This design comes from an exercise in tuning for small area on the open sky130 flow, not from production work.
Function was checked by simulation only, so behaviour that the tests miss may differ from the original.
Power and IR drop assume default switching activity.

==> sierra <==
## mos_core
module mos_core (
  input  wire        clk,
  input  wire        rst,         
  input  wire        cmd_valid,
  input  wire [1:0]  cmd_port,    
  input  wire [31:0] cmd_word,
  input  wire        tmr_clk_i,   
  output reg         res_valid,
  output wire [31:0] res_word,
  output wire        rb_ne_o,
  output wire        rb_nf_o,
  output wire        svc_pend_o,
  output wire        task_due_o
);
  localparam [3:0] RC_OK = 4'h0, RC_FULL = 4'h1, RC_EMPTY = 4'h2, RC_TABLE_FULL = 4'h3,
                   RC_INVALID_HANDLE = 4'h4, RC_INVALID_PORT = 4'h5,
                   RC_INVALID_SERVICE = 4'h6, RC_ALREADY_REGISTERED = 4'h7,
                   RC_INVALID_LEN = 4'h8, RC_INVALID_INDEX = 4'h9, RC_NONE = 4'hA,
                   RC_SEQ_ERROR = 4'hB, RC_ILLEGAL = 4'hC;
  localparam [2:0] ST_HEADER = 3'd0, ST_LENGTH = 3'd1, ST_PORT = 3'd2, ST_DATA = 3'd3,
                   ST_CHECKSUM = 3'd4, ST_BAD = 3'd5, ST_PQUERY = 3'd6, ST_SQUERY = 3'd7;
  localparam [3:0] FS_OK = 4'd0, FS_BUSY = 4'd1, FS_HEADER_ERR = 4'd2, FS_SIZE_ERR = 4'd3,
                   FS_PARAM_ERR = 4'd4, FS_PORT_ERR = 4'd5, FS_SERVICE_ERR = 4'd6,
  ...
Settings: LEC_CHECK=0, CAP_MARGIN=20, CORE_MARGIN=2, CORE_UTILIZATION=50, CTS_CLUSTER_DIAMETER=100, CTS_CLUSTER_SIZE=30, SLEW_MARGIN=20; clock period 10.0 ns.
standard.sh (not shown) runs the stock make flow with config.mk's settings and CLKGATE_MAP_FILE= SYNTH_SCRIPT=/design/flow/synth_recipe.tcl, a recipe that flattens the netlist after the stock synthesis.
==> flow/flow/run.sh <==
#!/bin/bash
# The standard layout (standard.sh) with three changes that keep the standard synthesis's
# registers as they are:
# - after the standard synthesis, the combinational cells of its netlist are mapped again by
#   ABC for area (flow/remap.py, flow/area.abc); every flip-flop and tie cell is kept as a
#   black box, so their instances, names and cell types do not change;
# - port buffers use sky130_fd_sc_hd__buf_1;
# - clock tree synthesis inserts no dummy loads.
set -euo pipefail
export BUFFER_PORTS_ARGS="-buffer_cell sky130_fd_sc_hd__buf_1"
export CTS_ARGS="-sink_clustering_enable -repair_clock_nets -sink_clustering_size 30 -sink_clustering_max_diameter 100 -dont_use_dummy_load"
YOSYS=${FLOW_HOME}/../tools/install/yosys/bin/yosys
LIB=${FLOW_HOME}/platforms/${FLOW_PLATFORM}/lib/sky130_fd_sc_hd__tt_025C_1v80.lib
RES=orfs/results/${FLOW_PLATFORM}/mos_core/base

bash standard.sh synth > standard_synth.log 2>&1
cp ${RES}/1_2_yosys.v std_1_2_yosys.v
python3 flow/remap.py ${LIB} std_1_2_yosys.v remap_1_2_yosys.v remap.ys remap_stubs.v flow/area.abc ${FLOW_TOP} > remap_py.log 2>&1
${YOSYS} -s remap.ys > remap_yosys.log 2>&1
cp remap_1_2_yosys.v ${RES}/1_2_yosys.v
bash standard.sh > standard_finish.log 2>&1
==> flow/flow/area.abc <==
strash
dch -f
amap
topo
stime -p
==> flow/flow/remap.py <==
#!/usr/bin/env python3
"""Write the Yosys script that re-maps the combinational logic of the standard synthesis.

usage: remap.py LIB NETLIST_IN NETLIST_OUT SCRIPT_OUT STUBS_OUT ABC_SCRIPT

Every sequential cell (and the tie cell) of the netlist is kept as it is: it is read as a
black box, so its instance, name and cell type pass through unchanged. Every other cell is
read as its Liberty function, flattened, and mapped again by ABC with ABC_SCRIPT, without the
platform's don't-use cells.
"""
import re, sys

lib, nin, nout, script, stubs, abc_script = sys.argv[1:7]

# cell -> (is_sequential, [(pin, direction)])
cells = {}
cur = None
pin = None
depth = 0
seq = False
for line in open(lib):
    m = re.match(r'\s*cell\s*\(\s*"?([\w]+)"?\s*\)', line)
    if m:
        cur = m.group(1)
        cells[cur] = [False, []]
        continue
    if cur is None:
        continue
    if re.match(r'\s*(ff|latch|statetable)\s*\(', line):
        cells[cur][0] = True
    m = re.match(r'\s*pin\s*\(\s*"?([\w]+)"?\s*\)', line)
    if m:
        pin = m.group(1)
        continue
    m = re.match(r'\s*direction\s*:\s*"?(\w+)"?', line)
    if m and pin is not None:
        cells[cur][1].append((pin, m.group(1)))
        pin = None

used = sorted(set(re.findall(r'^\s*(sky130_fd_sc_hd__\w+)\s', open(nin).read(), re.M)))
keep = [c for c in used if cells.get(c, [False])[0] or c.startswith('sky130_fd_sc_hd__conb')]
with open(stubs, 'w') as f:
    for c in keep:
        ports = ', '.join(('input ' if d == 'input' else 'output ') + p for p, d in cells[c][1])
        f.write('(* blackbox *) module %s(%s); endmodule\n' % (c, ports))

dont_use = ['sky130_fd_sc_hd__probe_p_8', 'sky130_fd_sc_hd__probec_p_8']
dont_use += [c for c in cells if 'lpflow' in c]
du = ' '.join('-dont_use ' + c for c in dont_use)

with open(script, 'w') as f:
    f.write('read_liberty -wb -ignore_miss_func %s\n' % lib)
    f.write('read_verilog %s\n' % stubs)
    f.write('read_verilog %s\n' % nin)
    f.write('hierarchy -top %s\n' % sys.argv[7])
    f.write('flatten -wb\n')
    f.write('delete t:$scopeinfo\n')
    f.write('opt -full\n')
    f.write('abc -liberty %s %s -script %s\n' % (lib, du, abc_script))
    f.write('opt_clean -purge\n')
    f.write('setundef -zero\n')
    f.write('hilomap -singleton -hicell sky130_fd_sc_hd__conb_1 HI -locell sky130_fd_sc_hd__conb_1 LO\n')
    f.write('splitnets\n')
    f.write('opt_clean -purge\n')
    f.write('insbuf -buf sky130_fd_sc_hd__buf_4 A X\n')
    f.write('read_liberty -lib %s\n' % lib)
    f.write('stat -liberty %s\n' % lib)
    f.write('check\n')
    f.write('write_verilog -noattr -nohex -nodec %s\n' % nout)
==> tundra (differences from sierra) <==
--- a/flow/design.v
+++ b/flow/design.v
@@ -239,10 +239,54 @@
   wire [11:0] add_w   = dec12(add_x);                       
   wire        add_w0  = (add_x == 12'd1);
   wire        add_inc = tick && add_w0;
   wire [11:0] add_s   = !tick ? add_x : add_w0 ? add_pmx : add_w;
   wire [7:0]  add_run = {6'd0, add_dz & add_inc, add_dz ^ add_inc};
+  function [11:0] dec12e(input [11:0] x, input en);      
+    integer n;
+    reg z;
+    begin
+      z = en;
+      for (n = 0; n < 12; n = n + 1) begin
+        dec12e[n] = x[n] ^ z;
+        z = z & !x[n];
+      end
+    end
+  endfunction
+  function [15:0] dec16e(input [15:0] x, input en);      
+    integer n;
+    reg z;
+    begin
+      z = en;
+      for (n = 0; n < 16; n = n + 1) begin
+        dec16e[n] = x[n] ^ z;
+        z = z & !x[n];
+      end
+    end
+  endfunction
+  function [2:0] inc3e(input [2:0] x, input en);         
+    integer n;
+    reg z;
+    begin
+      z = en;
+      for (n = 0; n < 3; n = n + 1) begin
+        inc3e[n] = x[n] ^ z;
+        z = z & x[n];
+      end
+    end
+  endfunction
+  function [3:0] inc4e(input [3:0] x, input en);         
+    integer n;
+    reg z;
+    begin
+      z = en;
+      for (n = 0; n < 4; n = n + 1) begin
+        inc4e[n] = x[n] ^ z;
+        z = z & x[n];
+      end
+    end
+  endfunction
   function [11:0] dec12(input [11:0] x);
     integer n;
     reg z;
     begin
       z = 1'b1;                      
@@ -261,15 +305,15 @@
         dec16[n] = x[n] ^ z;
         z = z & !x[n];
       end
     end
   endfunction
-  function [7:0] updn8(input [7:0] x, input dn);
+  function [7:0] updn8(input [7:0] x, input dn, input en);
     integer n;
     reg t;
     begin
-      t = 1'b1;
+      t = en;
       for (n = 0; n < 8; n = n + 1) begin
         updn8[n] = x[n] ^ t;
         t = t & (x[n] ^ dn);
       end
     end
@@ -280,11 +324,12 @@
     for (gi = 0; gi < 4; gi = gi + 1) begin : g_slot
       assign slot_add[gi] = sc_add_do && sc_fsel == gi;
       assign slot_dnz[gi] = (sch_delay[gi] != 12'd0);
       assign slot_inc[gi] = tick && sch_occ[gi] && !slot_dnz[gi];
       assign slot_dec[gi] = sc_next_do && sc_sel == gi;
-      assign slot_s[gi]   = slot_add[gi] ? add_s : slot_dnz[gi] ? sch_delay[gi] : sch_period[gi];
+      assign slot_s[gi]   = slot_add[gi] ? add_s :
+                            (tick && sch_occ[gi] && !slot_dnz[gi]) ? sch_period[gi] : sch_delay[gi];
     end
   endgenerate
   wire sv_rdp_bad = !svc_reg[ai] || d[7:3] != 5'd0 || d[2:0] >= svc_plen[ai];
   reg [3:0] rc;
   always @* begin
@@ -379,12 +424,12 @@
   always @(posedge clk) begin
     if (rst) begin
       rb_head <= 4'd0;
       rb_tail <= 4'd0;
     end else begin
-      if (rb_push_do) rb_head <= rb_head + 4'd1;
-      if (rb_pop_do)  rb_tail <= rb_tail + 4'd1;
+      rb_head <= inc4e(rb_head, rb_push_do);
+      rb_tail <= inc4e(rb_tail, rb_pop_do);
     end
     for (k = 0; k < 8; k = k + 1)
       if (rb_push && !rb_full && rb_head[2:0] == k) rb_mem[k] <= b;
   end
   always @(posedge clk) begin
@@ -434,24 +479,22 @@
       if (fv_fs_we) fv_fs <= fv_fs_n;
       if (fv_rx && st_hdr && b != 8'hA5 && b != 8'hA6 && b_regp)
         fv_qport <= bi;
     end
     if (fv_rx) begin
-      if (st_hdr)                  fv_crc <= 8'h4E;           
-      else if (fv_st != ST_CHECKSUM) fv_crc <= crc_in;
+      fv_crc <= st_hdr ? 8'h4E : crc_in;                      
       if (fv_st == ST_LENGTH) fv_lm1 <= b[2:0] - 3'd1;
-      if (fv_st == ST_PORT) begin
+      if (fv_st == ST_PORT)
         fv_pidx <= bi;
-        fv_cnt  <= 3'd0;
-      end
       if (fv_st == ST_DATA) begin
-        fv_cnt <= fv_cnt + 3'd1;
         for (k = 0; k < 7; k = k + 1)
           if (fv_cnt == k) fv_fbuf[k] <= b;
       end
     end
   end
+  always @(posedge clk)
+    fv_cnt <= (fv_rx && fv_st == ST_PORT) ? 3'd0 : inc3e(fv_cnt, fv_rx && fv_st == ST_DATA);
   always @(posedge clk) begin
     if (rst) begin
       sch_occ      <= 4'd0;
       sch_sp       <= 3'd0;
       sch_inflight <= 1'b0;
@@ -471,26 +514,24 @@
       end
     end
     for (k = 0; k < 4; k = k + 1) begin
       if (sc_add_do && sc_fsel == k)
         sch_period[k] <= add_p;
-      if (slot_add[k] || (tick && sch_occ[k] && (slot_dnz[k] || sch_period[k] != 12'd0)))
-        sch_delay[k] <= dec12(slot_s[k]);
-      if (slot_add[k])
-        sch_run[k] <= add_run;
-      else if (slot_inc[k] ? (!slot_dec[k] && sch_run[k] != 8'd255) : slot_dec[k])
-        sch_run[k] <= updn8(sch_run[k], slot_dec[k]);
+      sch_delay[k] <= dec12e(slot_s[k], slot_add[k] ||
+                             (tick && sch_occ[k] && (slot_dnz[k] || sch_period[k] != 12'd0)));
+      sch_run[k]   <= slot_add[k] ? add_run :
+                      updn8(sch_run[k], slot_dec[k],
+                            slot_inc[k] ? (!slot_dec[k] && sch_run[k] != 8'd255) : slot_dec[k]);
     end
   end
   always @(posedge clk) begin
     if (rst) begin
       tmr_en     <= 1'b0;
       tmr_reload <= 16'd0;
       tmr_count  <= 16'd0;
     end else begin
       tmr_en     <= en_c;
       if (cs_w31) tmr_reload <= d;
-      if (tmr_ev) tmr_count <= tick ? reload_c : dec16(count_c);
-      else if (en_load) tmr_count <= tmr_reload;
+      tmr_count <= tick ? reload_c : dec16e(count_c, tmr_ev);
     end
   end
 endmodule
==> flow/flow/run.sh (replaced) <==
#!/bin/bash
# The standard layout (standard.sh) with three changes that keep the standard synthesis's
# registers as they are:
# - after the standard synthesis, the combinational cells of its netlist are mapped again by
#   ABC for area (flow/remap.py with each ABC script flow/abc_*.abc; the smallest result is
#   kept). Every flip-flop and tie cell is kept as a black box, so their instances, names and
#   cell types do not change;
# - port buffers use sky130_fd_sc_hd__buf_1;
# - clock tree synthesis inserts no dummy loads.
set -euo pipefail
export BUFFER_PORTS_ARGS="-buffer_cell sky130_fd_sc_hd__buf_1"
export CTS_ARGS="-sink_clustering_enable -repair_clock_nets -sink_clustering_size 25 -sink_clustering_max_diameter 100 -dont_use_dummy_load"
YOSYS=${FLOW_HOME}/../tools/install/yosys/bin/yosys
LIB=${FLOW_HOME}/platforms/${FLOW_PLATFORM}/lib/sky130_fd_sc_hd__tt_025C_1v80.lib
RES=orfs/results/${FLOW_PLATFORM}/mos_core/base

bash standard.sh synth > standard_synth.log 2>&1
cp ${RES}/1_2_yosys.v std_1_2_yosys.v

best=""
best_area=""
for s in flow/abc_*.abc; do
  n=$(basename ${s} .abc)
  python3 flow/remap.py ${LIB} std_1_2_yosys.v remap_${n}.v remap_${n}.ys remap_${n}_stubs.v ${s} ${FLOW_TOP} > remap_${n}_py.log 2>&1
  if ${YOSYS} -s remap_${n}.ys > remap_${n}_yosys.log 2>&1; then
    a=$(grep "Chip area for module" remap_${n}_yosys.log | tail -1 | awk '{print $NF}')
    echo "${n} ${a}" >> remap_areas.log
    if [[ -n "${a}" ]] && { [[ -z "${best_area}" ]] || python3 -c "import sys; sys.exit(0 if ${a} < ${best_area} else 1)"; }; then
      best=${n}
      best_area=${a}
    fi
  fi
done
echo "chosen ${best} ${best_area}" >> remap_areas.log
if [[ -n "${best}" ]]; then
  cp remap_${best}.v ${RES}/1_2_yosys.v
fi
bash standard.sh > standard_finish.log 2>&1
==> flow/flow/abc_1.abc (new file) <==
strash
dch -f
amap
topo
stime -p
==> flow/flow/abc_2.abc (new file) <==
strash
dch -f
amap
topo
stime -p
strash
dch -f
amap
topo
stime -p
==> flow/flow/abc_3.abc (new file) <==
strash
balance -l
resub -K 6 -l
rewrite -l
resub -K 6 -N 2 -l
refactor -l
resub -K 8 -l
balance -l
resub -K 8 -N 2 -l
rewrite -l
resub -K 10 -l
rewrite -z -l
resub -K 10 -N 2 -l
balance -l
resub -K 12 -l
refactor -z -l
resub -K 12 -N 2 -l
rewrite -z -l
balance -l
dch -f
amap
topo
stime -p
==> flow/flow/abc_4.abc (new file) <==
strash
dc2
dch -f
amap
topo
stime -p
--- a/flow/flow/remap.py
+++ b/flow/flow/remap.py
@@ -60,10 +60,10 @@
     f.write('opt_clean -purge\n')
     f.write('setundef -zero\n')
     f.write('hilomap -singleton -hicell sky130_fd_sc_hd__conb_1 HI -locell sky130_fd_sc_hd__conb_1 LO\n')
     f.write('splitnets\n')
     f.write('opt_clean -purge\n')
-    f.write('insbuf -buf sky130_fd_sc_hd__buf_4 A X\n')
+    f.write('insbuf -buf sky130_fd_sc_hd__buf_1 A X\n')
     f.write('read_liberty -lib %s\n' % lib)
     f.write('stat -liberty %s\n' % lib)
     f.write('check\n')
     f.write('write_verilog -noattr -nohex -nodec %s\n' % nout)
--- a/flow/config.mk
+++ b/flow/config.mk
@@ -6,8 +6,6 @@
 export NUM_CORES = 4
 export LEC_CHECK = 0
 export CAP_MARGIN = 20
 export CORE_MARGIN = 2
 export CORE_UTILIZATION = 50
-export CTS_CLUSTER_DIAMETER = 100
-export CTS_CLUSTER_SIZE = 30
 export SLEW_MARGIN = 20
removed: flow/flow/area.abc
==> yarrow (differences from sierra) <==
==> flow/flow/run.sh (replaced) <==
#!/bin/bash
set -euo pipefail
export BUFFER_PORTS_ARGS="-buffer_cell sky130_fd_sc_hd__buf_1"
export CTS_ARGS="-sink_clustering_enable -repair_clock_nets -sink_clustering_size 30 -sink_clustering_max_diameter 100 -dont_use_dummy_load"
bash standard.sh > standard.log 2>&1
removed: flow/flow/area.abc
removed: flow/flow/remap.py
==> qor summary <==
| item | sierra | yarrow | tundra |
|---|---|---|---|
| Status | timing/DRC/antenna clean | timing/DRC/antenna clean | timing/DRC/antenna clean |
| Skew final | 63.0 ps | 68.4 ps | 54.2 ps |
| Post-synthesis area per instance | 10.8 um^2 | 12.9 um^2 | 10.7 um^2 |
| Portion of the layout cell area used by non-clock buffers | 2.57% | 2.18% | 2.53% |
| Post-place instance area | 0.0302 mm^2 | 0.0321 mm^2 | 0.0293 mm^2 |
| Final core area utilization | 54.9% | 53.4% | 54.8% |
| Reported clock group power | 0.00125 W | 0.00131 W | 0.00131 W |
| WP data required | 10,350 ps | 10,390 ps | 10,510 ps |
| P&R area growth vs syn | 8.67% | 6.13% | 8.93% |
| Routability congestion estimate from global placement | 1.02 | 1.03 | 1.04 |
| Crit. path cell count | 37 | 25 | 35 |
| First-pass GRT wire length | 144,000 um | 138,000 um | 140,000 um |
| Vias in the first global route | 21,800 | 20,600 | 21,200 |
| Number of non-filler instances in the completed layout | 3,543 | 3,216 | 3,426 |
| Met2 global-route usage | 50.4% | 48.5% | 48.8% |

-- port drivers added, routing unchanged --
Ports are ideal in the flow. The routed layouts listed here were re-timed in OpenROAD.
Step 1 (the two cells are an assumption about what drives the block):
set clk [get_ports {clk}]
set_driving_cell -lib_cell sky130_fd_sc_hd__clkbuf_16 $clk
set_driving_cell -lib_cell sky130_fd_sc_hd__buf_2 [delete_from_list [all_inputs] $clk]
Step 2 adds t to the input delays and takes it off the output delays; t is the mean of the earliest and latest rising clock arrival at the registers after step 1. Input paths then give back, and output paths get back, about the clock's delay inside the block.
a / b / c = no drivers / after step 1 / after step 2; a / b = the first two.
| run | t (ns) | slack for setup (ns) | worst setup path after step 2 |
|---|---|---|---|
| sierra | 0.662 | 1.182 / 1.223 / 0.561 | input to register |
| tundra | 0.677 | 1.238 / 1.282 / 0.605 | input to register |
| yarrow | 0.663 | 1.669 / 1.712 / 1.049 | input to register |
After both steps every run listed still meets setup and hold. The setup slack of tundra, which loses most, moves by +0.044 ns with the drivers and by -0.633 ns with both steps.
